This design comes from an exercise in tuning for small area, a short achievable clock period and few clock cycles on the open sky130 flow, not from production work. The RTL was checked by simulation tests, not by an equivalence proof against the original design. Power figures rest on the tool's default switching activity, not on a simulated workload.

[flow/config.mk]
export PLATFORM = sky130hd
export DESIGN_NAME = e20_top
export DESIGN_NICKNAME = e20_top
export VERILOG_FILES = /design/flow/design.v
export SDC_FILE = /design/flow/constraint.sdc
export NUM_CORES = 4
export LEC_CHECK = 0
export ABC_AREA = 1
export ABC_CLOCK_PERIOD_IN_PS = 4000
export CAP_MARGIN = 20
export CORE_MARGIN = 2
export CORE_UTILIZATION = 55
export SETUP_SLACK_MARGIN = 3.8
export SLEW_MARGIN = 20
export TNS_END_PERCENT = 0
[flow/constraint.sdc]
create_clock -name core_clock -period 8.0 [get_ports {clk}]
set_input_delay 1.6000 -clock core_clock [delete_from_list [all_inputs] [get_ports {clk}]]
set_output_delay 1.6000 -clock core_clock [all_outputs]
set_load 0.01 [all_outputs]
[flow/design.v]
module e20_cache_level #(
    parameter BLK_BITS = 2,    
    parameter ROW_BITS = 3,    
    parameter WAYS     = 2
) (
    input  wire                 clk,
    input  wire                 rst,
    input  wire                 access,    
    input  wire [12:0]          addr,
    output wire [ROW_BITS-1:0]  row,
    output reg                  hit
);
    localparam TAG_BITS = 13 - BLK_BITS - ROW_BITS;
    localparam ROWS     = 1 << ROW_BITS;
    localparam LINES    = ROWS * WAYS;
    localparam CNT_BITS = (WAYS < 2) ? 1 : (WAYS < 4) ? 2 : (WAYS < 8) ? 3 : 4;
    wire [TAG_BITS-1:0] tag = addr[12:BLK_BITS+ROW_BITS];
    assign row = addr[BLK_BITS+ROW_BITS-1:BLK_BITS];
    wire [LINES*TAG_BITS-1:0] tags_flat;
    wire [ROWS*CNT_BITS-1:0]  cnt_flat;
    wire [WAYS*TAG_BITS-1:0] row_tags = tags_flat[row*WAYS*TAG_BITS +: WAYS*TAG_BITS];
    wire [CNT_BITS-1:0]      row_cnt  = cnt_flat[row*CNT_BITS +: CNT_BITS];
    integer i;
    reg [WAYS-1:0] shift;      
    always @(*) begin
        hit   = 1'b0;
        shift = {WAYS{1'b1}};  
        for (i = 0; i < WAYS; i = i + 1) begin
            if (row_cnt >= WAYS - i && row_tags[i*TAG_BITS +: TAG_BITS] == tag)
                hit = 1'b1;
        end
        if (hit) begin
            for (i = 0; i < WAYS; i = i + 1)
                shift[i] = 1'b0;
            for (i = 0; i < WAYS; i = i + 1) begin
                if (row_cnt >= WAYS - i && row_tags[i*TAG_BITS +: TAG_BITS] == tag)
                    shift = ~((1 << i) - 1);    
            end
        end
    end
    wire                cnt_up  = !hit && row_cnt != WAYS;
    wire [CNT_BITS-1:0] cnt_new = row_cnt + 1'b1;
    genvar r, p;
    generate
        for (r = 0; r < ROWS; r = r + 1) begin : g_row
            wire upd = access && (row == r);
            reg [CNT_BITS-1:0] cnt_q;
            always @(posedge clk) begin
                if (rst)
                    cnt_q <= {CNT_BITS{1'b0}};
                else if (upd && cnt_up)
                    cnt_q <= cnt_new;
            end
            assign cnt_flat[r*CNT_BITS +: CNT_BITS] = cnt_q;
            for (p = 0; p < WAYS; p = p + 1) begin : g_line
                reg [TAG_BITS-1:0] tag_q;
                wire [TAG_BITS-1:0] tag_in;
                if (p == WAYS - 1) begin : g_end
                    assign tag_in = tag;
                end else begin : g_mid
                    assign tag_in = tags_flat[(r*WAYS+p+1)*TAG_BITS +: TAG_BITS];
                end
                always @(posedge clk) begin
                    if (upd && shift[p])
                        tag_q <= tag_in;
                end
                assign tags_flat[(r*WAYS+p)*TAG_BITS +: TAG_BITS] = tag_q;
            end
        end
    endgenerate
endmodule
module e20_top (
    input  wire        clk,
    input  wire        rst,
    output reg         mem_req,
    output reg         mem_we,
    output reg  [12:0] mem_addr,
    output wire [15:0] mem_wdata,
    input  wire [15:0] mem_rdata,
    input  wire        mem_ready,
    output wire        ev1_valid,
    output wire [1:0]  ev1_status,    
    output wire [15:0] ev1_pc,
    output wire [12:0] ev1_addr,
    output wire [2:0]  ev1_row,
    output wire        ev2_valid,
    output wire [1:0]  ev2_status,
    output wire [15:0] ev2_pc,
    output wire [12:0] ev2_addr,
    output wire [3:0]  ev2_row,
    output wire        halted,
    output wire [15:0] pc_out,
    input  wire [2:0]  dbg_sel,
    output wire [15:0] dbg_reg
);
    reg [15:0] pc;
    reg        halt_q;
    reg [15:0] regs [1:7];
    reg        mact;
    reg        mst;          
    reg [12:0] maddr;
    reg [15:0] mwdata;
    reg [2:0]  mrd;
    reg        evv;
    reg        ev_st;
    reg        ev_h1;
    reg        ev_h2;
    wire [15:0] ir     = mem_rdata;
    wire [2:0]  opcode = ir[15:13];
    wire [2:0]  rA     = ir[12:10];
    wire [2:0]  rB     = ir[9:7];
    wire [2:0]  rD     = ir[6:4];
    wire [3:0]  func   = ir[3:0];
    wire [15:0] imm    = {{9{ir[6]}}, ir[6:0]};
    wire [15:0] target = {3'b000, ir[12:0]};
    wire [15:0] va = (rA == 3'd0) ? 16'd0 : regs[rA];
    wire [15:0] vb = (rB == 3'd0) ? 16'd0 : regs[rB];
    wire [15:0] pc1 = pc + 16'd1;
    wire [7:0]  btlo   = {1'b0, pc1[6:0]} + {1'b0, ir[6:0]};
    wire [8:0]  bt_inc = pc1[15:7] + 9'd1;
    wire [8:0]  bt_dec = pc1[15:7] - 9'd1;
    wire [15:0] btgt   = {(btlo[7] == ir[6]) ? pc1[15:7] : (btlo[7] ? bt_inc : bt_dec), btlo[6:0]};
    wire op_rrr  = (opcode == 3'd0);
    wire op_alu  = op_rrr && (func[3:2] == 2'b00 || func == 4'd4);
    wire op_jr   = op_rrr && (func == 4'd8);
    wire op_bad  = op_rrr && !op_alu && !op_jr;
    wire op_mem  = (opcode == 3'd4) || (opcode == 3'd5);
    wire do_halt = (opcode == 3'd2) && (target == pc);
    wire exec = !mact && !halt_q && mem_ready;
    wire        use_imm = !op_rrr;
    wire        inv     = op_rrr ? (func[2:0] == 3'd1 || func[2:0] == 3'd4) : (opcode == 3'd7);
    wire [15:0] bx      = (use_imm ? imm : vb) ^ {16{inv}};
    wire [15:0] sum;
    wire        cout;
    e20_add16 u_add (.a(va), .b(bx), .cin(inv), .sum(sum), .cout(cout));
    wire        lt = !cout;      
    wire       look = mact && mem_ready;
    wire       l1_hit, l2_hit;
    wire [2:0] l1_row;
    wire [3:0] l2_row;
    e20_cache_level #(.BLK_BITS(2), .ROW_BITS(3), .WAYS(2)) u_l1 (
        .clk(clk), .rst(rst), .access(look), .addr(maddr),
        .row(l1_row), .hit(l1_hit)
    );
    e20_cache_level #(.BLK_BITS(3), .ROW_BITS(4), .WAYS(4)) u_l2 (
        .clk(clk), .rst(rst), .access(look && (mst || !l1_hit)), .addr(maddr),
        .row(l2_row), .hit(l2_hit)
    );
    wire [15:0] ev_pc = pc - 16'd1;
    assign ev1_valid  = evv;
    assign ev1_status = ev_st ? 2'd2 : {1'b0, !ev_h1};
    assign ev1_pc     = ev_pc;
    assign ev1_addr   = maddr;
    assign ev1_row    = maddr[4:2];
    assign ev2_valid  = evv && (ev_st || !ev_h1);
    assign ev2_status = ev_st ? 2'd2 : {1'b0, !ev_h2};
    assign ev2_pc     = ev_pc;
    assign ev2_addr   = maddr;
    assign ev2_row    = maddr[6:3];
    assign halted  = halt_q;
    assign pc_out  = pc;
    assign dbg_reg = (dbg_sel == 3'd0) ? 16'd0 : regs[dbg_sel];
    assign mem_wdata = mwdata;
    always @(*) begin
        mem_req  = !halt_q;
        mem_we   = mact && mst;
        mem_addr = mact ? maddr : pc[12:0];
    end
    reg        wr_en;
    reg [2:0]  wr_idx;
    reg [15:0] wr_val;
    reg [15:0] next_pc;
    always @(*) begin
        wr_en   = 1'b0;
        wr_idx  = rB;
        wr_val  = sum;
        next_pc = pc1;
        case (opcode)
            3'd0: begin
                wr_en  = op_alu;
                wr_idx = rD;
                case (func[2:0])
                    3'd2: wr_val = va | vb;
                    3'd3: wr_val = va & vb;
                    3'd4: wr_val = {15'd0, lt};
                    default: wr_val = sum;
                endcase
                if (op_jr) next_pc = va;
            end
            3'd1: wr_en = 1'b1;
            3'd2: next_pc = target;
            3'd3: begin wr_en = 1'b1; wr_idx = 3'd7; wr_val = pc1; next_pc = target; end
            3'd6: if (va == vb) next_pc = btgt;
            3'd7: begin wr_en = 1'b1; wr_val = {15'd0, lt}; end
            default: ;
        endcase
    end
    integer k;
    always @(posedge clk) begin
        if (rst) begin
            pc     <= 16'd0;
            halt_q <= 1'b0;
            mact   <= 1'b0;
            evv    <= 1'b0;
            for (k = 1; k < 8; k = k + 1)
                regs[k] <= 16'd0;
        end else begin
            evv <= look;
            if (look) begin
                ev_st <= mst;
                ev_h1 <= l1_hit;
                ev_h2 <= l2_hit;
                mact  <= 1'b0;
                pc    <= pc1;
                if (!mst && mrd != 3'd0)
                    regs[mrd] <= mem_rdata;
            end
            if (exec) begin
                if (do_halt) begin
                    halt_q <= 1'b1;
                end else if (op_mem) begin
                    mact   <= 1'b1;
                    mst    <= opcode[0];
                    maddr  <= sum[12:0];
                    mwdata <= vb;
                    mrd    <= rB;
                end else if (!op_bad) begin
                    if (wr_en && wr_idx != 3'd0)
                        regs[wr_idx] <= wr_val;
                    pc <= next_pc;
                end
            end
        end
    end
endmodule
module e20_add16 (
    input  wire [15:0] a,
    input  wire [15:0] b,
    input  wire        cin,
    output wire [15:0] sum,
    output wire        cout
);
    wire [15:0] p = a ^ b;
    wire [15:0] g0 = (a & b) | {15'd0, p[0] & cin};
    wire [15:0] pp0 = p;
    wire [15:0] g1, g2, g3, g4, pp1, pp2, pp3;
    genvar i;
    generate
        for (i = 0; i < 16; i = i + 1) begin : g_l1
            if (i >= 1) begin : g_c
                assign g1[i]  = g0[i] | (pp0[i] & g0[i-1]);
                assign pp1[i] = pp0[i] & pp0[i-1];
            end else begin : g_p
                assign g1[i]  = g0[i];
                assign pp1[i] = pp0[i];
            end
        end
        for (i = 0; i < 16; i = i + 1) begin : g_l2
            if (i >= 2) begin : g_c
                assign g2[i]  = g1[i] | (pp1[i] & g1[i-2]);
                assign pp2[i] = pp1[i] & pp1[i-2];
            end else begin : g_p
                assign g2[i]  = g1[i];
                assign pp2[i] = pp1[i];
            end
        end
        for (i = 0; i < 16; i = i + 1) begin : g_l3
            if (i >= 4) begin : g_c
                assign g3[i]  = g2[i] | (pp2[i] & g2[i-4]);
                assign pp3[i] = pp2[i] & pp2[i-4];
            end else begin : g_p
                assign g3[i]  = g2[i];
                assign pp3[i] = pp2[i];
            end
        end
        for (i = 0; i < 16; i = i + 1) begin : g_l4
            if (i >= 8) begin : g_c
                assign g4[i] = g3[i] | (pp3[i] & g3[i-8]);
            end else begin : g_p
                assign g4[i] = g3[i];
            end
        end
    endgenerate
    assign sum  = p ^ {g4[14:0], cin};
    assign cout = g4[15];
endmodule
[flow/run.sh]
#!/bin/bash
# synth_recipe.tcl (not shown) runs the flow's synth.tcl, then flattens the netlist and writes it again
# the make line also repeats each setting of config.mk as NAME=value (left out here)
make -C /OpenROAD-flow-scripts/flow DESIGN_CONFIG=/design/flow/config.mk WORK_HOME=/design/flow/orfs CLKGATE_MAP_FILE= SYNTH_SCRIPT=/design/flow/synth_recipe.tcl finish
==> notes.md, run 1 <==
Synth top area share=0.527; largest family of logic cells by synthesized area=simple AND/OR/NAND/NOR gates; RSZ-0062 raised after global routing=true; CP max stage delay=0.31 ns; critical-path cell list=buf_8 -> inv_4 -> bufbuf_16 -> nor2_1 -> o21ai_1 -> o21ai_0 -> a31oi_2 -> buf_2; xor/xnor share of the synthesized area=0.0189; TritonCTS Buffers=81; Final Skew=0.0386 ns; fin crit share=0.566; Worst-Margin Slew=1.11 ns; maximum root-to-sink buffer count=3; WL met2=62700 um; clock slew at reported path FFs=0.06 ns; CP max FO=8; antenna viol nets, final=0; Chip Width=269 um; drc violations=0; Ports=157; final-layout fill cell count=5546; First-pass DRT Iterations=7; count of flip-flops with a built-in enable after synthesis=676; final cell count without fillers=5173; WL/cell=25.8 um; Period minus WS final=4.52 ns; largest net degree at the start of global routing=86; peak supply drop=0.170 mV; Seq/Total Area, Yosys=0.570; 1st-iter DRT viols=4459; Net Sw Power=0.00269 W; first-pass GRT wire length=192000 um; Crit Path Category=input port to primary output; Core Rows=97; Area Growth Syn to Fin=19.9%; Synth Flop Type=edfxtp_1; Seq pwr share=0.440; initial antenna violation count=2; startpoint types=input port; share of cells above drive strength 1=0.160; placed cell count=4886; post-synthesis compound-gate area fraction=0.155; Die Footprint=72100 um^2; Hold WS=0.429 ns; hpwl dp=84700 um; Initial Util=0.553; Tot GR Track Use=0.359; Overflow after GRT=0; Max-slew headroom=0.254; Buf+Inv Stages, Crit Path=4; clock network power share=0.406; max cap viols=0; RePlAce Congestion=0.962; Core Area=69700 um^2; via density per instance=6.24; Clock Tree Root=clkbuf_16; FF+latch count, synth=759; top-count cell post-synth=nand2_1; post-synth cell types=67; IO Port Bufs=156; most frequent cells after synthesis=nand2_1 (762), edfxtp_1 (676), nor2_1 (487), o21ai_0 (384); Logic pwr share=0.154; DR vias=32294; status=complete, no violations; Synth Area in Simple Gates=0.167; Clock Latency Late Sink=0.66 ns; Mapped Cells=3971; Peak Freq=221 MHz; Routed WL=133000 um; CTS sink count=759; Req. time, crit path=6.40 ns; leakage=17.7 nW; TNS Setup=0 ns; crit-path leading delay family=buffers and inverters; post-synthesis mux area share=0.000260; ys async rst share=0; Yosys top cell by area=edfxtp_1; CTS tree=yes; Hold Crit Class=flop to flop; H-Tree Depth=3; routed wl met3=13400 um; M1 WL=50200 um; CP max stage cell=a31oi_2; adder-cell share of the synthesized area=0.0233; synthesized area per cell=9.70 um^2; Post-Syn Area=38500 um^2; top cells by area, synth=edfxtp_1 (53%), nand2_1 (7.4%), o21ai_0 (5.0%); Slew Limit Fails=0; sw frac=0.269; Final Hold Vio Count=0; setup violators final=0; utilization after layout=0.663; P per Cell Area=216 nW/um^2; Pint=0.00730 W; number of global-route vias before repair=30345; nets=4257; Die Y-Extent=269 um; Synthesis Warnings=3; Critical Path AT=2.92 ns; Top Layer Used=met5; Worst Setup End Kind=primary output
==> routing by layer <==
layer,vias up,track usage
met1,15524,0.479
met5,-,0
li1,14335,-
met4,4,0.173
met3,405,0.0521
met2,2026,0.580
==> worst paths after layout <==
kind         slack, ns                        startpoint                                to  depth (start not counted)
min reg2reg       0.43  u_l1.g_row[6].g_line[1].tag_q[2]  u_l1.g_row[6].g_line[0].tag_q[2]                          0
max reg2reg       3.68                          maddr[2]  u_l2.g_row[3].g_line[0].tag_q[1]                         17
min               0.43  u_l1.g_row[6].g_line[1].tag_q[2]  u_l1.g_row[6].g_line[0].tag_q[2]                          0
max               3.48                        dbg_sel[0]                        dbg_reg[6]                          8
==> state kept, by name, indices dropped and copies added, names as in the netlist <==
name	flops
regs	128
mact	1
ev_st	1
ev_h1	1
ev_h2	1
pc	16
evv	1
u_l1.g_row.g_line.tag_q	128
u_l2.g_row.g_line.tag_q	384
maddr	13
halt_q	1
mrd	3
mst	1
mwdata	16
u_l1.g_row.cnt_q	16
u_l2.g_row.cnt_q	48
==> per-stage QoR <==
| stage | cell area [um^2] | total power (W) | worst slack (ns) |
|---|---|---|---|
| after CTS | 45000 | 0.00985 | 3.53 |
| final | 46200 | 0.00999 | 3.48 |
| after global placement | 40400 | 0.00572 | 1.48 |
| after floorplan | 38700 | 0.00525 | 3.39 |
| after detailed placement | 40500 | 0.00572 | 1.48 |
| after global routing | 46200 | 0.0103 | 3.45 |
==> cell usage in the layout (no fill, tap or decap), types with 29 or more instances in the layout <==
master / instances
nand2_1: 715
edfxtp_1: 676
nor2_1: 427
o21ai_0: 349
a22oi_1: 245
inv_1: 227
a21oi_1: 201
buf_4: 134
clkdlybuf4s50_1: 113
nand3_1: 106
clkbuf_16: 89
dfxtp_1: 78
xor2_1: 65
nand4_1: 59
nor2_2: 58
ha_1: 58
nand2_2: 36
inv_2: 35
o21ai_1: 35
o211ai_1: 31
nor2_4: 29
==> cell families after synthesis <==
| family | Yosys count |
|---|---|
| buffers and inverters | 542 |
| xor gates and xnor gates | 83 |
| muxes | 1 |
| adders and majority gates | 70 |
| other | 1 |
| AOI/OAI and AO/OA | 987 |
| DFF | 759 |
| and+or+nand+nor | 1528 |
==> cell type report <==
type | count | area (um^2) | share of cell area
sequential | 759 | 22000 | 0.476
tap | 940 | 1180 | 0.0255
inverter | 282 | 1130 | 0.0244
clock inverter | 51 | 728 | 0.0158
multi-input combinational | 2695 | 15300 | 0.331
clock buffer | 99 | 2180 | 0.0471
timing repair buffer | 345 | 3680 | 0.0798
antenna | 1 | 2.50 | 0.0000542
timing repair inverter | 1 | 5.00 | 0.000108
==> power by group through the flow <==
stage / Clock [W] / Sequential [W] / Combinational (W)
2_1_floorplan: 0 / 0.00446 / 0.000788
3_3_place_gp: 0 / 0.00448 / 0.00124
3_5_place_dp: 0 / 0.00448 / 0.00124
4_1_cts: 0.00408 / 0.00439 / 0.00138
5_1_grt: 0.00424 / 0.00440 / 0.00164
6_report: 0.00406 / 0.00440 / 0.00154
==> what timing repair did <==
item	4_1_cts	5_1_grt
resized for setup	290	199
setup endpoints to repair	746	649
setup buffers	56	50
pin swaps	30	60
hold buffers	0	0
cloned	21	9
Testbench counts, summed over its fixed seeds: cycles 41,504.
==> run 2, diff against run 1 <==
--- a/flow/config.mk
+++ b/flow/config.mk
@@ -5,11 +5,12 @@
 export SDC_FILE = /design/flow/constraint.sdc
 export NUM_CORES = 4
 export LEC_CHECK = 0
-export ABC_AREA = 1
 export ABC_CLOCK_PERIOD_IN_PS = 4000
 export CAP_MARGIN = 20
 export CORE_MARGIN = 2
 export CORE_UTILIZATION = 55
+export CTS_BUF_LIST = sky130_fd_sc_hd__clkbuf_8
+export CTS_CLUSTER_SIZE = 30
 export SETUP_SLACK_MARGIN = 3.8
 export SLEW_MARGIN = 20
 export TNS_END_PERCENT = 0
==> notes.md, run 2 <==
status=complete, no violations; hold path endpoint=u_l2.g_row[10].g_line[2].tag_q[1]; Ports=157 (unchanged); H-Tree Depth=3 (unchanged); post-synth cell types=82 (+22%); Initial Util=0.554 (+0.000886); reg2reg setup slack=3.41 ns (-0.27 ns); antenna viol nets, final=0 (unchanged); WHS Path Cells=0 (unchanged); maximum root-to-sink buffer count=3 (unchanged); Post-Syn Area=37900 um^2 (-1.6%); CP max FO=22 (+14); most frequent cells after synthesis=edfxtp_1 (666), nor2_1 (267), mux2i_1 (164), mux4_2 (162), clkbuf_1 (120); Final Hold Vio Count=0 (unchanged); Clock Tree Root=clkbuf_8; post-synthesis mux area share=0.168 (+0.168); Synth Area in Simple Gates=0.0940 (-0.0732); Mapped Cells=2773 (-30%); initial antenna violation count=4 (+2); 1st-iter DRT viols=2558 (-43%); Core Area=68500 um^2 (-1.7%); xor/xnor share of the synthesized area=0.0298 (+0.0109); Area Growth Syn to Fin=17.6%; ys async rst share=0 (unchanged); largest family of logic cells by synthesized area=multiplexers; nets=3101 (-27%); IO Port Bufs=156 (unchanged); commonest cells after routing, fill and taps aside=edfxtp_1 (666), nor2_1 (208), mux2i_1 (164), mux4_2 (162), buf_4 (142); adder-cell share of the synthesized area=0.0237 (+0.000370); Synthesis Warnings=3 (unchanged); first-pass GRT wire length=168000 um (-12%); Tot GR Track Use=0.325 (-0.0345); max cap viols=0 (unchanged); share of cells above drive strength 1=0.264 (+0.104); Synth top area share=0.528 (about the same); P per Cell Area=197 nW/um^2 (-9.0%); Chip Width=267 um (-0.77%); synthesized area per cell=13.7 um^2 (+41%); max FFs per register=384 (unchanged); fin crit share=0.602 (+0.0362); Final Skew=0.0577 ns (+0.0192 ns); clock slew at reported path FFs=0.07 ns (about the same); hold_sp=u_l2.g_row[10].g_line[3].tag_q[1]; Slew Limit Fails=0 (unchanged); Yosys top cell by area=edfxtp_1; Seq/Total Area, Yosys=0.572 (+0.00113); RSZ-0062 raised after global routing=true; commonest non-fill, non-tap cell in the layout=edfxtp_1; Hold Crit Class=flop to flop; Die Footprint=71000 um^2 (-1.5%); utilization after layout=0.651 (-0.0115); count of flip-flops with a built-in enable after synthesis=666 (-1.5%); Worst Setup SP=mem_rdata[11]; hpwl dp=77700 um (-8.3%); Worst Setup End Kind=flop; final-layout fill cell count=5047 (-9.0%); largest reg by FF count=u_l2.g_row.g_line.tag_q; fin worst setup slack=3.19 ns (-0.290 ns); CTS tree=yes; RePlAce Congestion=0.934 (-2.9%); First-pass DRT Iterations=6 (-1); top cells by area, synth=edfxtp_1 (53%), mux4_2 (9.6%), dfxtp_1 (4.4%); CTS sink count=749 (-1.3%); Routed WL=115000 um (-14%); startpoint types=input port; setup violators final=0 (unchanged); number of global-route vias before repair=25501 (-16%); Crit Path Category=input port to flop; FF+latch count, synth=749 (-1.3%); Peak Freq=208 MHz (-6.0%); Req. time, crit path=8.61 ns (+2.21 ns); Max-slew headroom=0.338 (+0.0840); Die Y-Extent=267 um (-0.77%); TritonCTS Buffers=119 (+47%); top-count cell post-synth=edfxtp_1; drc violations=0 (unchanged); Hold WS=0.419 ns (-0.0103 ns); Top Registers=u_l2.g_row.g_line.tag_q: 384 flops, u_l1.g_row.g_line.tag_q: 128 flops, regs: 118 flops; via density per instance=6.34 (+1.6%); Overflow after GRT=0 (unchanged); Critical Path AT=5.42 ns (+2.50 ns); Worst R2R End=u_l2.g_row[13].g_line[3].tag_q[0]; Core Rows=96 (-1.0%); largest net degree at the start of global routing=73 (-15%); DR vias=25368 (-21%); pre-CTS setup slack=0.605 ns (-0.879 ns); peak supply drop=0.138 mV (-19%); post-synthesis compound-gate area fraction=0.0686 (-0.0868); leakage=16.1 nW (-8.8%); r2r startpoint=maddr[4]; Synth Flop Type=edfxtp_1; WL/cell=28.7 um (+12%); Clock Latency Late Sink=0.77 ns (+0.11 ns); TNS Setup=0 ns (unchanged); Period minus WS final=4.81 ns (+0.290 ns); Worst-Margin Slew=0.993 ns (-0.122 ns); r2r worst-path depth=13 (-4)
run 2: changes by cell type in the layout (fill, tap and decap cells not counted), sizes merged, moves of 50 or more:
cell	delta
o21ai	-318
mux2i	+164
mux4	+162
nand3	-99
nand4	-50
a22oi	-239
mux2	+93
a21oi	-141
nand2b	+73
nand2	-672
nor2	-251
xnor2	+64
inv	-130
run 2: per-stage QoR:
step                      area [um^2]  power (W)  instances
final                           44600    0.00878       4000
after global routing            44600    0.00907       4000
after CTS                       44400    0.00879       3992
after detailed placement        40200    0.00556       3666
after global placement          40200    0.00556       3664
after floorplan                 38300    0.00514       2778
run 2: final cells by class:
class / count / area (um^2) / share of cell area
diodes: 3 / 7.51 / 0.000168
clock buffers: 121 / 1670 / 0.0374
repair buffers: 337 / 3450 / 0.0774
flip-flops and latches: 749 / 21700 / 0.486
well taps: 882 / 1100 / 0.0248
clock inverters: 106 / 626 / 0.0140
multi-input cells: 1684 / 15600 / 0.350
inverters: 118 / 459 / 0.0103
run 2: routing by layer:
layer	global-route usage	part of all wire
met1	0.435	0.40
met2	0.517	0.47
met3	0.0545	0.077
met4	0.161	0.053
met5	0	0.00030
run 2: repair_timing:
item,in CTS,in global routing
buffers inserted,89,5
gates resized for setup,312,25
pin swaps,43,15
hold buffers,0,0
setup endpoints to repair,822,741
cloned,10,0
hold endpoints to repair,0,0
run 2: power by group:
group	switching, W	total [W]	leakage (nW)	internal [W]
Combinational	0.000750	0.00132	7.99	0.000573
Clock	0.00159	0.00313	1.29	0.00154
Sequential	0.0000542	0.00433	6.83	0.00427
Total	0.00239	0.00878	16.1	0.00638
run 2: how the worst max path moves through the flow:
stage                        endpoint  slack, ns  depth (start not counted)
after floorplan           regs[2][15]       2.81                         15
after global placement          pc[2]       0.52                         15
after detailed placement        pc[2]       0.61                         14
after CTS                 regs[2][15]       3.37                         18
after global routing      regs[5][15]       3.17                         18
final                           pc[2]       3.19                         16
run 2: cell families after synthesis:
group | count (synthesis)
DFF | 749
and+or+nand+nor | 679
muxes | 420
AOI/OAI and AO/OA | 379
buffers and inverters | 346
xor gates and xnor gates | 129
adders and majority gates | 70
other | 1
run 2: worst max-delay path, cell delays in order:
cell,delay (ns)
buf_8,0.27
inv_1,0.19
nor2_1,0.12
buf_4,0.20
a221oi_1,0.13
nor2_2,0.41
inv_1,0.16
ha_1,0.32
nor4_1,0.36
nand4_1,0.29
inv_1,0.17
a2bb2oi_1,0.21
a222oi_1,0.39
o21ai_0,0.34
nor2_1,0.17
a211oi_1,0.07
==> run 3, diff against run 2 <==
--- a/flow/config.mk
+++ b/flow/config.mk
@@ -9,7 +9,7 @@
 export CAP_MARGIN = 20
 export CORE_MARGIN = 2
 export CORE_UTILIZATION = 55
-export CTS_BUF_LIST = sky130_fd_sc_hd__clkbuf_8
+export CTS_BUF_LIST = sky130_fd_sc_hd__clkbuf_4
 export CTS_CLUSTER_SIZE = 30
 export SETUP_SLACK_MARGIN = 3.8
 export SLEW_MARGIN = 20
==> notes.md, run 3 <==
status=complete, no violations; startpoint types=input port; Critical Path AT=5.83 ns (+0.41 ns); setup violators final=0 (unchanged); Yosys top cell by area=edfxtp_1; Overflow after GRT=0 (unchanged); Die Y-Extent=267 um (unchanged); P per Cell Area=201 nW/um^2 (+1.9%); post-synth cell types=82 (unchanged); Total Power=0.00890 W (+1.3%); Routed WL=115000 um (+0.11%); r2r worst-path depth=18 (+5); largest reg by FF count=u_l2.g_row.g_line.tag_q; commonest cells after routing, fill and taps aside=edfxtp_1 (666), clkbuf_4 (279), nor2_1 (211), mux2i_1 (164), mux4_2 (162); max cap viols=0 (unchanged); nets=3147 (+1.5%); utilization after layout=0.647 (-0.00375); Area Growth Syn to Fin=16.9%; Hold Crit Class=flop to flop; Top Registers=u_l2.g_row.g_line.tag_q: 384 flops, u_l1.g_row.g_line.tag_q: 128 flops, regs: 118 flops; top cells by area, synth=edfxtp_1 (53%), mux4_2 (9.6%), dfxtp_1 (4.4%); final cell count without fillers=4084 (+2.1%); TNS Setup=0 ns (unchanged); clock slew at reported path FFs=0.08 ns (about the same); FF+latch count, synth=749 (unchanged); synthesized area per cell=13.7 um^2 (unchanged); Worst-Margin Slew=1.13 ns (+0.135 ns); leakage=16.1 nW (about the same); Worst R2R End=pc[15]; Chip Width=267 um (unchanged); Mapped Cells=2773 (unchanged); Design Area, Final=44300 um^2 (-0.58%); top-count cell post-synth=edfxtp_1; reg2reg setup slack=3.44 ns (+0.03 ns); Clock Latency Late Sink=1.10 ns (+0.33 ns); via density per instance=6.33 (-0.26%); r2r startpoint=pc[1]; first-pass GRT wire length=168000 um (-0.25%); placed cell count=3666 (unchanged); Seq/Total Area, Yosys=0.572 (unchanged); Ports=157 (unchanged); hpwl dp=77700 um (unchanged); Synth Flop Type=edfxtp_1; First-pass DRT Iterations=8 (+2); Clock Tree Root=clkbuf_4; commonest non-fill, non-tap cell in the layout=edfxtp_1; Max-slew headroom=0.248 (-0.0898); TritonCTS Buffers=188 (+58%); Core Rows=96 (unchanged); DR vias=25833 (+1.8%); antenna viol nets, final=0 (unchanged); RSZ-0062 raised after global routing=true; ys async rst share=0 (unchanged); final-layout fill cell count=5170 (+2.4%); hold_buf cts=0 (unchanged); drc violations=0 (unchanged); Crit Path Category=input port to flop; CP max FO=20 (-9.1%); largest net degree at the start of global routing=73 (unchanged); 1st-iter DRT viols=2679 (+4.7%); share of cells above drive strength 1=0.290 (+0.0261); maximum root-to-sink buffer count=3 (unchanged); peak supply drop=0.110 mV (-20%); Synth top area share=0.528 (unchanged); max FFs per register=384 (unchanged); most frequent cells after synthesis=edfxtp_1 (666), nor2_1 (267), mux2i_1 (164), mux4_2 (162), clkbuf_1 (120); Peak Freq=207 MHz (-0.49%); Slew Limit Fails=0 (unchanged); H-Tree Depth=4 (+1); Initial Util=0.554 (unchanged); fin crit share=0.605 (+0.00294); Req. time, crit path=9.00 ns (+0.39 ns); Worst Setup SP=mem_rdata[12]; RePlAce Congestion=0.934 (unchanged); Final Skew=0.116 ns (+0.0585 ns); number of global-route vias before repair=25947 (+1.7%); Worst Setup End Kind=flop; crit path capture=pc[2]; count of flip-flops with a built-in enable after synthesis=666 (unchanged); Tot GR Track Use=0.325 (+0.000600); Area after DPL=40200 um^2 (unchanged); Final Hold Vio Count=0 (unchanged); WL/cell=28.2 um (-1.9%); IO Port Bufs=156 (unchanged); Post-Syn Area=37900 um^2 (unchanged); Die Footprint=71000 um^2 (unchanged); Synthesis Warnings=3 (unchanged); CTS sink count=749 (unchanged); initial antenna violation count=4 (unchanged); Period minus WS final=4.84 ns (+0.0235 ns); CTS tree=yes; Core Area=68500 um^2 (unchanged)
## run 3: cell counts after synthesis
No cell type changed its count.
## run 3: cell type report
class                   count  area (um^2)  area share
well taps                 882         1100      0.0249
repair buffers            314         3140      0.0708
flip-flops and latches    749        21700       0.489
clock inverters            56          369     0.00833
multi-input cells        1684        15500       0.349
clock buffers             279         2090      0.0473
inverters                 118          453      0.0102
diodes                      2         5.00    0.000113
## run 3: cell families (layout without fill, tap and decap cells)
kind of cell | count (synthesis) | count (layout) | synth area share
adder cells (fa/ha/maj) | 70 | 70 | 0.0237
XOR/XNOR | 129 | 129 | 0.0298
AO/OA/AOI/OAI | 379 | 379 | 0.0686
AND/OR/NAND/NOR | 679 | 680 | 0.0940
buffers and inverters | 346 | 767 | 0.0445
flip-flops | 749 | 749 | 0.572
other | 1 | 8 | 0.0000989
multiplexers | 420 | 420 | 0.168
## run 3: worst min-delay path by stage
stage | slack, ns | to | depth (start not counted) | startpoint
5_1_grt | 0.41 | u_l1.g_row[1].g_line[0].tag_q[5] | 0 | u_l1.g_row[1].g_line[1].tag_q[5]
3_5_place_dp | 0.43 | u_l2.g_row[10].g_line[2].tag_q[1] | 0 | u_l2.g_row[10].g_line[3].tag_q[1]
4_1_cts | 0.41 | u_l2.g_row[15].g_line[1].tag_q[0] | 0 | u_l2.g_row[15].g_line[2].tag_q[0]
6_report | 0.41 | u_l2.g_row[11].g_line[2].tag_q[5] | 0 | u_l2.g_row[11].g_line[3].tag_q[5]
3_3_place_gp | 0.42 | u_l1.g_row[6].g_line[0].tag_q[6] | 0 | u_l1.g_row[6].g_line[1].tag_q[6]
2_1_floorplan | 0.42 | u_l1.g_row[6].g_line[0].tag_q[0] | 0 | u_l1.g_row[6].g_line[1].tag_q[0]
## run 3: critical path, stage by stage
cell             delay [ns]
clkdlybuf4s15_2        0.50
buf_4                  0.39
o21ai_0                0.21
a221oi_4               0.49
inv_1                  0.09
ha_1                   0.28
nor4_1                 0.41
nand4_1                0.33
buf_4                  0.25
nor2_2                 0.37
a222oi_1               0.20
o21ai_0                0.27
nor2_1                 0.12
a211oi_1               0.29
## run 3: power breakdown
part           switching (W)  internal (W)
registers          0.0000513       0.00427
clock network        0.00159       0.00171
logic               0.000741      0.000541
## run 3: repair_timing
action / 4_1_cts / 5_1_grt
setup endpoints to repair: 853 / 753
buffers inserted: 53 / 21
gates cloned: 6 / 1
pin swaps: 13 / 15
resized for setup: 275 / 36
## run 3: metal layers
metal / track usage / vias up / part of all wire
met5: 0 / - / 0.00012
met4: 0.156 / 2 / 0.046
met3: 0.0673 / 310 / 0.083
met2: 0.521 / 1417 / 0.48
met1: 0.426 / 12899 / 0.39
li1: - / 11205 / -
## run 3: stage by stage
stage	worst slack (ns)	hold WS [ns]
2_1_floorplan	2.81	0.420
3_3_place_gp	0.516	0.424
3_5_place_dp	0.605	0.430
4_1_cts	3.36	0.412
5_1_grt	3.20	0.405
6_report	3.16	0.413
==> run 4, diff against run 3 <==
==> flow/config.mk (replaced) <==
export PLATFORM = sky130hd
export DESIGN_NAME = e20_top
export DESIGN_NICKNAME = e20_top
export VERILOG_FILES = /design/flow/design.v
export SDC_FILE = /design/flow/constraint.sdc
export NUM_CORES = 4
export LEC_CHECK = 0
export ABC_AREA = 1
export ABC_CLOCK_PERIOD_IN_PS = 4000
export CAP_MARGIN = 20
export CORE_MARGIN = 2
export CORE_UTILIZATION = 40
export SETUP_SLACK_MARGIN = 3.8
export SLEW_MARGIN = 20
export TNS_END_PERCENT = 0
==> notes.md, run 4 <==
status=complete, no violations; share of cells above drive strength 1=0.141 (-0.149); WHS Path Cells=0 (unchanged); startpoint types=input port; Pint=0.00701 W (+7.6%); RePlAce Congestion=0.948 (+1.5%); hpwl dp=85900 um (+11%); commonest non-fill, non-tap cell in the layout=nand2_1; Slew Limit Fails=0 (unchanged); critical-path cell list=buf_12 -> inv_1 -> buf_8 -> a21oi_2 -> buf_6 -> clkbuf_4 -> nand2_1 -> nand2_2 -> inv_1 -> ha_1 -> nor4_1 -> and2_1 -> nand2_2 -> clkinv_4 -> o21ai_0 -> or2_2 -> a211oi_1 -> a211oi_1; CTS sink count=759 (+1.3%); Max-slew headroom=0.235 (-0.0129); r2r worst-path depth=16 (-2); Synth Flop Type=edfxtp_1; Area Growth Syn to Fin=18.2%; Post-Syn Area=38500 um^2 (+1.6%); 1st-iter DRT viols=3902 (+46%); Req. time, crit path=8.51 ns (-0.49 ns); clock network power share=0.392 (+0.022); Logic pwr share=0.151 (+0.007); Net Sw Power=0.00260 W (+9.3%); crit-path leading delay family=simple AND/OR/NAND/NOR gates; Core Rows=113 (+18%); synthesized area per cell=9.70 um^2 (-29%); Final Hold Vio Count=0 (unchanged); CP max stage cell=or2_2; Worst-Margin Slew=1.15 ns (+0.0194 ns); Clock Latency Late Sink=0.66 ns (-0.44 ns); First-pass DRT Iterations=6 (-2); Worst Setup SP=mem_rdata[10]; via density per instance=5.67 (-10%); Hold WS=0.436 ns (+0.0233 ns); Buf+Inv Stages, Crit Path=7 (+3); Worst Setup End Kind=flop; WL/cell=24.3 um (-14%); Ports=157 (unchanged); initial antenna violation count=0 (-4); clock slew at reported path FFs=0.06 ns (-0.02 ns); RSZ-0062 raised after global routing=true; hold_sp=u_l2.g_row[7].g_line[2].tag_q[3]; Chip Width=314 um (+18%); P per Cell Area=211 nW/um^2 (+5.2%); drc violations=0 (unchanged); Hold Crit Class=flop to flop; Final Skew=0.0394 ns (-0.0769 ns); Initial Util=0.405 (-0.149); Seq pwr share=0.457 (-0.029); nets=4219 (+34%); most frequent cells after synthesis=nand2_1 (762), edfxtp_1 (676), nor2_1 (487), o21ai_0 (384); Synth top area share=0.527 (about the same); Clock Tree Root=clkbuf_16; peak supply drop=0.160 mV (+45%); reg2reg setup slack=3.64 ns (+0.20 ns); post-synth cell types=67 (-18%); top cells by area, synth=edfxtp_1 (53%), nand2_1 (7.4%), o21ai_0 (5.0%); antenna viol nets, final=0 (unchanged); Area after DPL=40800 um^2 (+1.4%); Core Area=95200 um^2 (+39%); Design Area, Final=45500 um^2 (+2.7%); largest reg by FF count=u_l2.g_row.g_line.tag_q; Top Registers=u_l2.g_row.g_line.tag_q: 384 flops, regs: 128 flops, u_l1.g_row.g_line.tag_q: 128 flops; TritonCTS Buffers=81 (-57%); setup violators final=0 (unchanged); r2r startpoint=maddr[2]; Peak Freq=218 MHz (+5.6%); Synthesis Warnings=3 (unchanged); final-layout fill cell count=8813 (+70%); Tot GR Track Use=0.259 (-0.0659); Seq/Total Area, Yosys=0.570 (-0.00113); CTS tree=yes; ys async rst share=0 (unchanged); fin crit share=0.573 (-0.0322); Mapped Cells=3971 (+43%); max FFs per register=384 (unchanged); leakage=17.2 nW (+6.6%); Critical Path AT=5.09 ns (-0.74 ns); Total Power=0.00961 W (+8.1%); count of flip-flops with a built-in enable after synthesis=676 (+1.5%); hold path endpoint=u_l2.g_row[7].g_line[1].tag_q[3]; Period minus WS final=4.58 ns (-0.257 ns); DR vias=30919 (+20%); hold_buf cts=0 (unchanged); Die Y-Extent=314 um (+18%); Die Footprint=98800 um^2 (+39%); number of diodes=0 (-2); max cap viols=0 (unchanged); Yosys top cell by area=edfxtp_1; CP max stage delay=0.38 ns (-0.12 ns); first-pass GRT wire length=191000 um (+14%); sw frac=0.270 (+0.00299); FF+latch count, synth=759 (+1.3%); Routed WL=132000 um (+15%); IO Port Bufs=156 (unchanged); Worst R2R End=u_l2.g_row[14].g_line[2].tag_q[1]; Overflow after GRT=0 (unchanged); Crit Path Category=input port to flop; top-count cell post-synth=nand2_1; number of global-route vias before repair=29260 (+13%); commonest cells after routing, fill and taps aside=nand2_1 (724), edfxtp_1 (676), nor2_1 (440), o21ai_0 (327), a22oi_1 (245); largest net degree at the start of global routing=85 (+16%); maximum root-to-sink buffer count=3 (unchanged); TNS Setup=0 ns (unchanged); CP max FO=44 (+120%); H-Tree Depth=3 (-1)
[run 4: cell types whose count changed after synthesis, sizes merged, moves of 73 or more]
cell,before,now
mux2,93,0
nor2,267,509
a21oi,85,226
mux2i,165,1
a22oi,17,256
mux4,162,0
o21ai,81,399
nand2,98,770
nand2b,73,0
nand3,24,122
inv,117,277
[run 4: routing by layer]
metal / global-route usage / vias to the layer above / wire [um]
met1: 0.341 / 14882 / 53200
met5: 0 / - / 0
li1: - / 14248 / -
met3: 0.0379 / 314 / 9980
met2: 0.422 / 1475 / 62300
met4: 0.122 / 0 / 6640
[run 4: power groups by stage]
| stage | Clock, W | Sequential (W) | Combinational (W) |
|---|---|---|---|
| floorplan | 0 | 0.00446 | 0.000788 |
| global placement | 0 | 0.00447 | 0.00125 |
| detailed placement | 0 | 0.00447 | 0.00125 |
| CTS | 0.00380 | 0.00439 | 0.00138 |
| global route | 0.00394 | 0.00439 | 0.00155 |
| finish | 0.00377 | 0.00439 | 0.00145 |
[run 4: kinds of logic (layout without fill, tap and decap cells)]
| group | Yosys count | count (layout) | synth area share |
|---|---|---|---|
| XOR/XNOR | 83 | 83 | 0.0189 |
| AND/OR/NAND/NOR | 1528 | 1537 | 0.167 |
| flip-flops | 759 | 759 | 0.570 |
| buffers and inverters | 542 | 731 | 0.0645 |
| AO/OA/AOI/OAI | 987 | 987 | 0.155 |
| other | 1 | 16 | 0.0000974 |
| multiplexers | 1 | 1 | 0.000260 |
| adder cells (fa/ha/maj) | 70 | 70 | 0.0233 |
[run 4: per-stage QoR]
stage / instances / setup WS [ns] / util
2_1_floorplan: 3986 / 3.39 / -
3_3_place_gp: 5200 / 1.74 / 0.428
3_5_place_dp: 5200 / 1.72 / 0.428
4_1_cts: 5409 / 3.53 / 0.472
5_1_grt: 5449 / 3.37 / 0.478
6_report: 5449 / 3.42 / 0.478
[run 4: worst max path at each step]
stage	slack, ns	depth (start not counted)	endpoint
floorplan	3.39	21	regs[0][10]
global placement	1.74	21	regs[5][13]
detailed placement	1.72	20	regs[2][7]
CTS	3.53	9	dbg_reg[0]
global route	3.37	20	regs[6][4]
finish	3.42	18	pc[4]
[run 4: final cells by class]
class                   count  area, um^2  share of cell area
clock buffers             106        2180              0.0480
clock inverters            34         410             0.00902
inverters                 282        1140              0.0250
multi-input cells        2694       15100               0.331
flip-flops and latches    759       22000               0.483
well taps                1265        1580              0.0348
repair buffers            308        3140              0.0691
repair inverters            1        7.51            0.000165
[run 4: repair_timing]
action	4_1_cts	5_1_grt
resized for setup	366	85
pin swaps	33	42
setup buffers	54	35
endpoints found under the setup margin	723	643
gates cloned	15	3
==> run 5, diff against run 4 <==
--- a/flow/design.v
+++ b/flow/design.v
@@ -115,11 +115,12 @@
     wire [15:0] target = {3'b000, ir[12:0]};
     wire [15:0] va = (rA == 3'd0) ? 16'd0 : regs[rA];
     wire [15:0] vb = (rB == 3'd0) ? 16'd0 : regs[rB];
-    wire [15:0] pc1 = pc + 16'd1;
-    wire [7:0]  btlo   = {1'b0, pc1[6:0]} + {1'b0, ir[6:0]};
-    wire [8:0]  bt_inc = pc1[15:7] + 9'd1;
-    wire [8:0]  bt_dec = pc1[15:7] - 9'd1;
-    wire [15:0] btgt   = {(btlo[7] == ir[6]) ? pc1[15:7] : (btlo[7] ? bt_inc : bt_dec), btlo[6:0]};
+    wire [15:0] pc1;
+    wire [15:0] pcm1;
+    e20_incdec u_pcid (.x(pc), .inc(pc1), .dec(pcm1));
+    wire [15:0] btgt;
+    wire        btgt_co;
+    e20_add16 u_bt (.a(pc), .b(imm), .cin(1'b1), .sum(btgt), .cout(btgt_co));
     wire op_rrr  = (opcode == 3'd0);
     wire op_alu  = op_rrr && (func[3:2] == 2'b00 || func == 4'd4);
     wire op_jr   = op_rrr && (func == 4'd8);
@@ -146,7 +147,7 @@
         .clk(clk), .rst(rst), .access(look && (mst || !l1_hit)), .addr(maddr),
         .row(l2_row), .hit(l2_hit)
     );
-    wire [15:0] ev_pc = pc - 16'd1;
+    wire [15:0] ev_pc = pcm1;
     assign ev1_valid  = evv;
     assign ev1_status = ev_st ? 2'd2 : {1'b0, !ev_h1};
     assign ev1_pc     = ev_pc;
@@ -284,3 +285,21 @@
     assign sum  = p ^ {g4[14:0], cin};
     assign cout = g4[15];
 endmodule
+module e20_incdec (
+    input  wire [15:0] x,
+    output wire [15:0] inc,
+    output wire [15:0] dec
+);
+    genvar i;
+    generate
+        for (i = 0; i < 16; i = i + 1) begin : g_bit
+            if (i == 0) begin : g_0
+                assign inc[i] = ~x[0];
+                assign dec[i] = ~x[0];
+            end else begin : g_i
+                assign inc[i] = x[i] ^ (&x[i-1:0]);
+                assign dec[i] = x[i] ^ ~(|x[i-1:0]);
+            end
+        end
+    endgenerate
+endmodule
==> notes.md, run 5 <==
Top Registers=u_l2.g_row.g_line.tag_q: 384 flops, regs: 128 flops, u_l1.g_row.g_line.tag_q: 128 flops; IO Port Bufs=156 (unchanged); Core Area=95300 um^2 (+0.15%); Die Y-Extent=315 um (+0.16%); Initial Util=0.405 (+0.000686); Final Hold Vio Count=0 (unchanged); startpoint types=input port; largest net degree at the start of global routing=67 (-21%); Crit Path Category=input port to primary output; Routed WL=133000 um (+0.74%); Core Rows=113 (unchanged); critical-path cell list=buf_8 -> clkinvlp_4 -> buf_12 -> nand3_4 -> buf_12 -> buf_12 -> o21ai_1 -> a31oi_1 -> buf_2; Area Growth Syn to Fin=18.6%; Clock Tree Root=clkbuf_16; 1st-iter DRT viols=3768 (-3.4%); Post-Syn Area=38600 um^2 (+0.32%); max FFs per register=384 (unchanged); Yosys top cell by area=edfxtp_1; status=complete, no violations; Synth Flop Type=edfxtp_1; CP max FO=8 (-82%); nets=4392 (+4.1%); peak supply drop=0.176 mV (+10%); Mapped Cells=4144 (+4.4%); synthesized area per cell=9.32 um^2 (-3.9%); crit-path leading delay family=buffers and inverters; FF+latch count, synth=759 (unchanged); max cap viols=0 (unchanged); Total Power=0.00960 W (-0.11%); adder-cell share of the synthesized area=0.0257 (+0.00232); top-count cell post-synth=nand2_1; First-pass DRT Iterations=6 (unchanged); clock slew at reported path FFs=0.06 ns (about the same); Hold WS=0.430 ns (-0.00611 ns); WL met2=62200 um (-0.28%); Synth top area share=0.526 (-0.00167); RSZ-0062 raised after global routing=true; first-pass GRT wire length=194000 um (+1.5%); Period minus WS final=4.51 ns (-0.0717 ns); fin crit share=0.564 (-0.00896); TNS Setup=0 ns (unchanged); CTS sink count=759 (unchanged); Hold Crit Class=flop to flop; DR vias=31936 (+3.3%); number of global-route vias before repair=30331 (+3.7%); commonest non-fill, non-tap cell in the layout=nand2_1; Crit path top cell by count=buf_12; largest family of logic cells by synthesized area=simple AND/OR/NAND/NOR gates; Seq/Total Area, Yosys=0.569 (-0.00181); Worst Setup End Kind=primary output; drc violations=0 (unchanged); post-synthesis mux area share=0 (-0.000260); xor/xnor share of the synthesized area=0.0104 (-0.00845); hold_buf cts=0 (unchanged); post-synthesis compound-gate area fraction=0.138 (-0.0176); CTS tree=yes; leakage=17.2 nW (+0.42%); Max-slew headroom=0.230 (-0.00523); Die Footprint=99100 um^2 (+0.32%); Top Layer Used=met4; Clock Latency Late Sink=0.66 ns (about the same); Peak Freq=222 MHz (+1.6%); WL/cell=23.7 um (-2.3%); CP max stage delay=0.28 ns (-0.10 ns); antenna viol nets, final=0 (unchanged); RePlAce Congestion=1.01 (+6.4%); largest reg by FF count=u_l2.g_row.g_line.tag_q; P per Cell Area=210 nW/um^2 (-0.75%); setup violators final=0 (unchanged); hpwl dp=87400 um (+1.7%); initial antenna violation count=0 (unchanged); ys async rst share=0 (unchanged); Design Area, Final=45800 um^2 (+0.65%); CP max stage cell=a31oi_1; TritonCTS Buffers=82 (+1.2%); count of flip-flops with a built-in enable after synthesis=676 (unchanged); most frequent cells after synthesis=nand2_1 (965), edfxtp_1 (676), nor2_1 (515), o21ai_0 (379), inv_1 (271); WHS Path Cells=0 (unchanged); top cells by area, synth=edfxtp_1 (53%), nand2_1 (9.4%), nor2_1 (5.0%); Req. time, crit path=6.40 ns (-2.11 ns); Overflow after GRT=0 (unchanged); Tot GR Track Use=0.260 (+0.00111); Worst-Margin Slew=1.15 ns (+0.00359 ns); post-synth cell types=68 (+1.5%); via density per instance=5.68 (+0.16%); Buf+Inv Stages, Crit Path=6 (-1); utilization after layout=0.481 (+0.00238); Chip Width=315 um (+0.16%); Synth Area in Simple Gates=0.192 (+0.0245); routed wl met3=10500 um (+5.3%); Ports=157 (unchanged); Crit path depth=9 (-9); number of diodes=0 (unchanged); H-Tree Depth=3 (unchanged); M1 WL=53200 um (about the same); r2r worst-path depth=17 (+1); Final Skew=0.0362 ns (-0.00316 ns); maximum root-to-sink buffer count=3 (unchanged); Slew Limit Fails=0 (unchanged); Critical Path AT=2.91 ns (-2.18 ns); Area after DPL=41000 um^2 (+0.56%); share of cells above drive strength 1=0.132 (-0.00872); Synthesis Warnings=3 (unchanged); commonest cells after routing, fill and taps aside=nand2_1 (929), edfxtp_1 (676), nor2_1 (469), o21ai_0 (315), inv_1 (247)
-- run 5: cell types whose count changed in the layout (fill, tap and decap cells not counted), moves of 12 or more --
cell	before	now
a22oi_1	245	155
buf_4	110	98
inv_1	228	247
nand2_1	724	929
nand4_1	59	97
nor2_1	440	469
o21ai_0	327	315
o21ai_1	46	70
xor2_1	69	32
-- run 5: worst register-to-register path: stages (launching register included) --
cell and delay, ns:
edfxtp_1 0.36, buf_4 0.25, nor2_4 0.58, inv_1 0.13
o21ai_0 0.19, o32ai_1 0.16, ha_1 0.24, inv_1 0.06
nand3_1 0.15, nand2_1 0.10, nor2_1 0.04, nand2_1 0.05
nor2_1 0.05, nand2_2 0.10, nand2_8 0.21, a21oi_4 0.48
inv_2 0.18, nor2_1 0.57
-- run 5: metrics by stage --
stage / std cells / setup WS (ns)
5_1_grt: 5619 / 3.49
2_1_floorplan: 4159 / 3.54
3_5_place_dp: 5378 / 1.44
3_3_place_gp: 5377 / 1.55
4_1_cts: 5578 / 3.57
6_report: 5619 / 3.49
-- run 5: timing repair --
item,in CTS,in global routing
endpoints found under the setup margin,746,641
cloned,15,8
buffers inserted,39,33
hold endpoints to repair,0,0
gates resized for setup,366,112
pin swaps,25,44
-- run 5: worst paths after layout --
check,startpoint,endpoint,slack [ns]
max reg2reg,maddr[2],u_l2.g_row[8].g_line[2].tag_q[3],3.75
max,dbg_sel[0],dbg_reg[2],3.49
min reg2reg,u_l1.g_row[4].g_line[1].tag_q[1],u_l1.g_row[4].g_line[0].tag_q[1],0.43
min,u_l1.g_row[4].g_line[1].tag_q[1],u_l1.g_row[4].g_line[0].tag_q[1],0.43
-- run 5: power breakdown --
part / internal [W] / leakage (nW) / switching, W / total (W)
logic: 0.000490 / 9.07 / 0.000920 / 0.00141
registers: 0.00434 / 6.89 / 0.0000544 / 0.00440
clock network: 0.00219 / 1.28 / 0.00160 / 0.00379
-- run 5: kinds of logic (layout without fill, tap and decap cells) --
group / after synthesis / in the layout
fa+ha+maj: 78 / 78
compound gates: 903 / 903
simple gates: 1789 / 1795
xor+xnor: 46 / 46
buf+inv: 568 / 757
flops: 759 / 759
other cells: 1 / 16
-- run 5: cell type report --
| cell class | instances | area, um^2 |
|---|---|---|
| inverters | 308 | 1260 |
| clock buffers | 103 | 2170 |
| clock inverters | 43 | 467 |
| repair inverters | 2 | 11.3 |
| well taps | 1265 | 1580 |
| fillers | 8935 | 49500 |
| repair buffers | 301 | 3180 |
| flip-flops and latches | 759 | 22000 |
| multi-input cells | 2838 | 15100 |
-- run 5: layer usage --
metal / vias up / track usage
met5: - / 0
met4: 0 / 0.128
met3: 325 / 0.0406
met2: 1627 / 0.423
met1: 15345 / 0.339
li1: 14639 / -
Testbench counts of run 5, summed over its fixed seeds: cycles 41,504.
==> run 6, diff against run 5 <==
--- a/flow/config.mk
+++ b/flow/config.mk
@@ -9,7 +9,9 @@
 export ABC_CLOCK_PERIOD_IN_PS = 4000
 export CAP_MARGIN = 20
 export CORE_MARGIN = 2
-export CORE_UTILIZATION = 40
+export CORE_UTILIZATION = 55
+export CTS_BUF_LIST = sky130_fd_sc_hd__clkbuf_8
+export CTS_CLUSTER_SIZE = 30
 export SETUP_SLACK_MARGIN = 3.8
 export SLEW_MARGIN = 20
 export TNS_END_PERCENT = 0
==> notes.md, run 6 <==
status=complete, no violations; Worst Setup End Kind=primary output; final cell count without fillers=5384 (-4.2%); DR vias=31969 (+0.10%); peak supply drop=0.151 mV (-14%); CP max FO=8 (unchanged); fin crit share=0.562 (-0.00183); Crit Path Category=input port to primary output; Slew Limit Fails=0 (unchanged); commonest cells after routing, fill and taps aside=nand2_1 (933), edfxtp_1 (676), nor2_1 (469), o21ai_0 (325), inv_1 (301); CTS tree=yes; RePlAce Congestion=0.994 (-1.5%); Sequential Area=22000 um^2 (about the same); most frequent cells after synthesis=nand2_1 (965), edfxtp_1 (676), nor2_1 (515), o21ai_0 (379), inv_1 (271); Yosys top cell by area=edfxtp_1; setup violators final=0 (unchanged); count of flip-flops with a built-in enable after synthesis=676 (unchanged); Final Skew=0.0557 ns (+0.0194 ns); Routed WL=130000 um (-2.4%); Req. time, crit path=6.40 ns (about the same); largest reg by FF count=u_l2.g_row.g_line.tag_q; nets=4442 (+1.1%); max cap viols=0 (unchanged); top-count cell post-synth=nand2_1; Die Y-Extent=269 um (-15%); 1st-iter DRT viols=4271 (+13%); commonest non-fill, non-tap cell in the layout=nand2_1; largest net degree at the start of global routing=100 (+49%); FF+latch count, synth=759 (unchanged); hold_buf cts=0 (unchanged); Mapped Cells=4144 (unchanged); Chip Width=269 um (-15%); Worst-Margin Slew=1.06 ns (-0.0940 ns); Synthesis Warnings=3 (unchanged); WL/cell=24.1 um (+1.9%); Synth Flop Type=edfxtp_1; initial antenna violation count=1 (+1); share of cells above drive strength 1=0.136 (+0.00343); Post-Syn Area=38600 um^2 (unchanged); top cells by area, synth=edfxtp_1 (53%), nand2_1 (9.4%), nor2_1 (5.0%); Core Rows=97 (-14%); Top Registers=u_l2.g_row.g_line.tag_q: 384 flops, regs: 128 flops, u_l1.g_row.g_line.tag_q: 128 flops; first-pass GRT wire length=188000 um (-3.2%); number of global-route vias before repair=30022 (-1.0%); post-synth cell types=68 (unchanged); antenna viol nets, final=0 (unchanged); Core Area=69800 um^2 (-27%); Period minus WS final=4.49 ns (-0.0146 ns); TritonCTS Buffers=121 (+48%); CTS sink count=759 (unchanged); H-Tree Depth=3 (unchanged); Peak Freq=222 MHz (+0.33%); ys async rst share=0 (unchanged); TNS Setup=0 ns (unchanged); IO Port Bufs=156 (unchanged); Die Footprint=72400 um^2 (-27%); synthesized area per cell=9.32 um^2 (unchanged); RSZ-0062 raised after global routing=true; drc violations=0 (unchanged); P per Cell Area=202 nW/um^2 (-3.7%); First-pass DRT Iterations=8 (+2); Total Power=0.00913 W (-5.0%); Ports=157 (unchanged); Clock Tree Root=clkbuf_8; maximum root-to-sink buffer count=3 (unchanged); Hold Crit Class=flop to flop; Critical Path AT=2.89 ns (-0.02 ns); via density per instance=5.94 (+4.5%); Max-slew headroom=0.293 (+0.0629); clock slew at reported path FFs=0.06 ns (about the same); Area Growth Syn to Fin=17.1%; Initial Util=0.553 (+0.148); max FFs per register=384 (unchanged); Clock Latency Late Sink=0.77 ns (+0.11 ns); Final Hold Vio Count=0 (unchanged); Tot GR Track Use=0.351 (+0.0908); Synth top area share=0.526 (unchanged); leakage=17.5 nW (+1.3%); hpwl dp=83100 um (-4.9%); startpoint types=input port; Overflow after GRT=0 (unchanged); final-layout fill cell count=5748 (-36%); Seq/Total Area, Yosys=0.569 (unchanged); multi-input logic area=15000 um^2 (-0.74%); placed cell count=5054 (-6.0%)
==> run 6: cell counts after synthesis <==
Identical to the previous run, type by type.
==> run 6: worst paths after layout <==
path	start	end	slack, ns	cells after the start
worst min register to register	u_l2.g_row[1].g_line[2].tag_q[1]	u_l2.g_row[1].g_line[1].tag_q[1]	0.44	0
worst min-delay path	u_l2.g_row[1].g_line[2].tag_q[1]	u_l2.g_row[1].g_line[1].tag_q[1]	0.44	0
worst max register to register	maddr[5]	u_l2.g_row[3].g_line[1].tag_q[0]	3.68	19
worst max-delay path	dbg_sel[0]	dbg_reg[10]	3.51	5
==> run 6: cells by family (layout without fill, tap and decap cells) <==
family                     count (synthesis)  after routing  share of synthesized area
AOI/OAI and AO/OA                        903            903                      0.138
xor gates and xnor gates                  46             46                     0.0104
adders and majority gates                 78             78                     0.0257
buffers and inverters                    568            846                     0.0659
DFF                                      759            759                      0.569
other                                      1             17                  0.0000971
and+or+nand+nor                         1789           1795                      0.192
==> run 6: worst max-delay path, stage by stage <==
cell	delay [ns]
buf_16	0.13
buf_4	0.15
o21ai_0	0.58
a31oi_1	0.16
clkdlybuf4s15_2	0.25
==> run 6: layout make-up <==
class                   instances  share of cell area
diodes                          1           0.0000553
clock buffers                 130              0.0396
clock inverters                94              0.0145
inverters                     308              0.0280
multi-input cells            2838               0.332
flip-flops and latches        759               0.486
well taps                     940              0.0260
repair buffers                312              0.0734
repair inverters                2            0.000277
==> run 6: routing by layer <==
layer | part of all wire | GRT usage
met5 | 0 | 0
met4 | 0.057 | 0.182
met2 | 0.46 | 0.563
met1 | 0.39 | 0.463
met3 | 0.088 | 0.0570
==> run 6: through the flow <==
step / hold WS [ns] / utilization / worst slack [ns] / instance area, um^2
after floorplan: 0.425 / - / 3.54 / 38900
after global placement: 0.428 / 0.581 / 1.81 / 40600
after detailed placement: 0.433 / 0.581 / 1.78 / 40600
after CTS: 0.440 / 0.638 / 3.60 / 44500
after global routing: 0.445 / 0.648 / 3.49 / 45200
final: 0.437 / 0.648 / 3.51 / 45200
==> run 6: timing repair <==
item,4_1_cts,5_1_grt
cloned,17,7
endpoints found under the setup margin,655,638
gates resized for setup,333,113
setup buffers,49,31
pin swaps,24,33
endpoints found under the hold margin,0,0
==> run 6: power by group <==
group / leakage (nW) / internal, W / switching, W
Combinational: 9.12 / 0.000482 / 0.000901
Clock: 1.44 / 0.00174 / 0.00161
Sequential: 6.89 / 0.00434 / 0.0000476
Total: 17.5 / 0.00657 / 0.00256
==> run 7, diff against run 6 <==
--- a/flow/design.v
+++ b/flow/design.v
@@ -13,58 +13,56 @@
     localparam TAG_BITS = 13 - BLK_BITS - ROW_BITS;
     localparam ROWS     = 1 << ROW_BITS;
     localparam LINES    = ROWS * WAYS;
-    localparam CNT_BITS = (WAYS < 2) ? 1 : (WAYS < 4) ? 2 : (WAYS < 8) ? 3 : 4;
     wire [TAG_BITS-1:0] tag = addr[12:BLK_BITS+ROW_BITS];
     assign row = addr[BLK_BITS+ROW_BITS-1:BLK_BITS];
     wire [LINES*TAG_BITS-1:0] tags_flat;
-    wire [ROWS*CNT_BITS-1:0]  cnt_flat;
-    wire [WAYS*TAG_BITS-1:0] row_tags = tags_flat[row*WAYS*TAG_BITS +: WAYS*TAG_BITS];
-    wire [CNT_BITS-1:0]      row_cnt  = cnt_flat[row*CNT_BITS +: CNT_BITS];
+    wire [LINES-1:0]          valid_flat;
+    wire [WAYS*TAG_BITS-1:0] row_tags  = tags_flat[row*WAYS*TAG_BITS +: WAYS*TAG_BITS];
+    wire [WAYS-1:0]          row_valid = valid_flat[row*WAYS +: WAYS];
     integer i;
     reg [WAYS-1:0] shift;      
     always @(*) begin
         hit   = 1'b0;
         shift = {WAYS{1'b1}};  
         for (i = 0; i < WAYS; i = i + 1) begin
-            if (row_cnt >= WAYS - i && row_tags[i*TAG_BITS +: TAG_BITS] == tag)
+            if (row_valid[i] && row_tags[i*TAG_BITS +: TAG_BITS] == tag)
                 hit = 1'b1;
         end
         if (hit) begin
             for (i = 0; i < WAYS; i = i + 1)
                 shift[i] = 1'b0;
             for (i = 0; i < WAYS; i = i + 1) begin
-                if (row_cnt >= WAYS - i && row_tags[i*TAG_BITS +: TAG_BITS] == tag)
+                if (row_valid[i] && row_tags[i*TAG_BITS +: TAG_BITS] == tag)
                     shift = ~((1 << i) - 1);    
             end
         end
     end
-    wire                cnt_up  = !hit && row_cnt != WAYS;
-    wire [CNT_BITS-1:0] cnt_new = row_cnt + 1'b1;
     genvar r, p;
     generate
         for (r = 0; r < ROWS; r = r + 1) begin : g_row
             wire upd = access && (row == r);
-            reg [CNT_BITS-1:0] cnt_q;
-            always @(posedge clk) begin
-                if (rst)
-                    cnt_q <= {CNT_BITS{1'b0}};
-                else if (upd && cnt_up)
-                    cnt_q <= cnt_new;
-            end
-            assign cnt_flat[r*CNT_BITS +: CNT_BITS] = cnt_q;
             for (p = 0; p < WAYS; p = p + 1) begin : g_line
                 reg [TAG_BITS-1:0] tag_q;
+                reg                valid_q;
                 wire [TAG_BITS-1:0] tag_in;
+                wire                valid_in;
                 if (p == WAYS - 1) begin : g_end
-                    assign tag_in = tag;
+                    assign tag_in   = tag;
+                    assign valid_in = 1'b1;
                 end else begin : g_mid
-                    assign tag_in = tags_flat[(r*WAYS+p+1)*TAG_BITS +: TAG_BITS];
+                    assign tag_in   = tags_flat[(r*WAYS+p+1)*TAG_BITS +: TAG_BITS];
+                    assign valid_in = valid_flat[r*WAYS+p+1];
                 end
                 always @(posedge clk) begin
-                    if (upd && shift[p])
-                        tag_q <= tag_in;
+                    if (rst) begin
+                        valid_q <= 1'b0;
+                    end else if (upd && shift[p]) begin
+                        tag_q   <= tag_in;
+                        valid_q <= valid_in;
+                    end
                 end
                 assign tags_flat[(r*WAYS+p)*TAG_BITS +: TAG_BITS] = tag_q;
+                assign valid_flat[r*WAYS+p] = valid_q;
             end
         end
     endgenerate
--- a/flow/config.mk
+++ b/flow/config.mk
@@ -5,7 +5,6 @@
 export SDC_FILE = /design/flow/constraint.sdc
 export NUM_CORES = 4
 export LEC_CHECK = 0
-export ABC_AREA = 1
 export ABC_CLOCK_PERIOD_IN_PS = 4000
 export CAP_MARGIN = 20
 export CORE_MARGIN = 2
==> notes.md, run 7 <==
status=complete, no violations; Crit Path Category=input port to flop; via density per instance=6.45 (+8.6%); CP max stage delay=0.57 ns (about the same); H-Tree Depth=4 (+1); commonest cells after routing, fill and taps aside=edfxtp_1 (665), nor2_1 (248), mux4_2 (197), nand2_1 (189), clkbuf_8 (138); r2r worst-path depth=10 (-9); Peak Freq=208 MHz (-6.4%); clock network power share=0.374 (+0.007); top cells by area, synth=edfxtp_1 (53%), mux4_2 (12%), dfxtp_1 (5.2%); Max-slew headroom=0.170 (-0.123); Seq/Total Area, Yosys=0.580 (+0.0118); leakage=15.6 nW (-11%); commonest non-fill, non-tap cell in the layout=edfxtp_1; Tot GR Track Use=0.334 (-0.0170); CP max stage cell=or4b_4; TNS Setup=0 ns (unchanged); clock slew at reported path FFs=0.06 ns (about the same); synthesized area per cell=13.6 um^2 (+46%); drc violations=0 (unchanged); utilization after layout=0.651 (+0.00267); Logic pwr share=0.143 (-0.009); first-pass GRT wire length=172000 um (-8.3%); RSZ-0062 raised after global routing=true; setup violators final=0 (unchanged); IO Port Bufs=156 (unchanged); Yosys top cell by area=edfxtp_1; Buf+Inv Stages, Crit Path=3 (unchanged); nets=3112 (-30%); most frequent cells after synthesis=edfxtp_1 (665), nor2_1 (258), nand2_1 (198), mux4_2 (197), clkbuf_1 (115); Routed WL=118000 um (-9.2%); initial antenna violation count=2 (+1); Period minus WS final=4.80 ns (+0.308 ns); P per Cell Area=205 nW/um^2 (+1.6%); post-synth cell types=88 (+29%); Synth Flop Type=edfxtp_1; crit-path leading delay family=simple AND/OR/NAND/NOR gates; antenna viol nets, final=0 (unchanged); CP max FO=25 (+17); First-pass DRT Iterations=5 (-3); Crit path depth=13 (+8); WHS Path Cells=0 (unchanged); ys async rst share=0 (unchanged); FF+latch count, synth=764 (+0.66%); hpwl dp=79500 um (-4.4%); peak supply drop=0.162 mV (+7.1%); Post-Syn Area=37800 um^2 (-2.1%); Final Skew=0.0580 ns (+0.00228 ns); largest reg by FF count=u_l2.g_row.g_line.tag_q
-- run 7: stage by stage --
step	instance area (um^2)	setup WS [ns]	power (W)
after floorplan	38100	2.81	0.00522
after global placement	40300	1.18	0.00566
after detailed placement	40300	1.25	0.00566
after CTS	44000	3.24	0.00911
after global routing	44500	3.14	0.00941
final	44500	3.20	0.00912
-- run 7: worst paths after layout --
check	from	to	slack [ns]
hold reg to reg	u_l1.g_row[6].g_line[1].tag_q[6]	u_l1.g_row[6].g_line[0].tag_q[6]	0.44
setup reg to reg	maddr[2]	u_l2.g_row[10].g_line[1].tag_q[4]	3.33
setup / recovery	mem_rdata[12]	regs[7][11]	3.20
hold / removal	u_l1.g_row[6].g_line[1].tag_q[6]	u_l1.g_row[6].g_line[0].tag_q[6]	0.44
-- run 7: per-layer routing --
metal	vias up	wire (um)	global-route usage	part of all wire
met1	13002	47000	0.449	0.40
met3	295	9420	0.0641	0.080
li1	11145	-	-	-
met2	1399	55900	0.526	0.47
met5	-	0	0	0
met4	0	5680	0.162	0.048
-- run 7: what timing repair did --
item,4_1_cts,5_1_grt
endpoints found under the hold margin,0,0
cloned,3,0
setup endpoints to repair,837,796
resized for setup,212,72
pin swaps,22,18
buffers inserted,46,17
-- run 7: cell type report --
| class | instances | area [um^2] | area share |
|---|---|---|---|
| Inverter | 95 | 374 | 0.00841 |
| Multi-Input combinational cell | 1702 | 15400 | 0.345 |
| Clock buffer | 138 | 1900 | 0.0427 |
| Tap cell | 882 | 1100 | 0.0248 |
| Sequential cell | 764 | 22000 | 0.494 |
| Clock inverter | 98 | 601 | 0.0135 |
| Timing Repair Buffer | 325 | 3170 | 0.0713 |
| Antenna cell | 4 | 10.0 | 0.000225 |
-- run 7: cell families (layout without fill, tap and decap cells) --
| family | after synthesis | count (layout) | synth area share |
|---|---|---|---|
| fa+ha+maj | 72 | 72 | 0.0242 |
| flops | 764 | 764 | 0.580 |
| buf+inv | 325 | 656 | 0.0399 |
| other cells | 1 | 9 | 0.0000991 |
| compound gates | 418 | 418 | 0.0756 |
| mux | 367 | 367 | 0.164 |
| xor+xnor | 119 | 119 | 0.0276 |
| simple gates | 721 | 721 | 0.0879 |
-- run 7: power groups by stage --
| stage | clock (W) | sequential [W] | combinational [W] |
|---|---|---|---|
| floorplan | 0 | 0.00446 | 0.000754 |
| global placement | 0 | 0.00448 | 0.00117 |
| detailed placement | 0 | 0.00449 | 0.00117 |
| CTS | 0.00345 | 0.00440 | 0.00126 |
| global route | 0.00363 | 0.00441 | 0.00137 |
| finish | 0.00341 | 0.00440 | 0.00130 |
Testbench counts of run 7, summed over its fixed seeds: cycles 41,504.

Re-timed with assumed drivers on the ports (clkbuf_16 on the clock, buf_2 on other inputs), run 7 has 3.150 ns of setup slack against 3.197 ns with ideal ports, and 2.348 ns once port delays also move by the mid clock arrival of 0.863 ns.
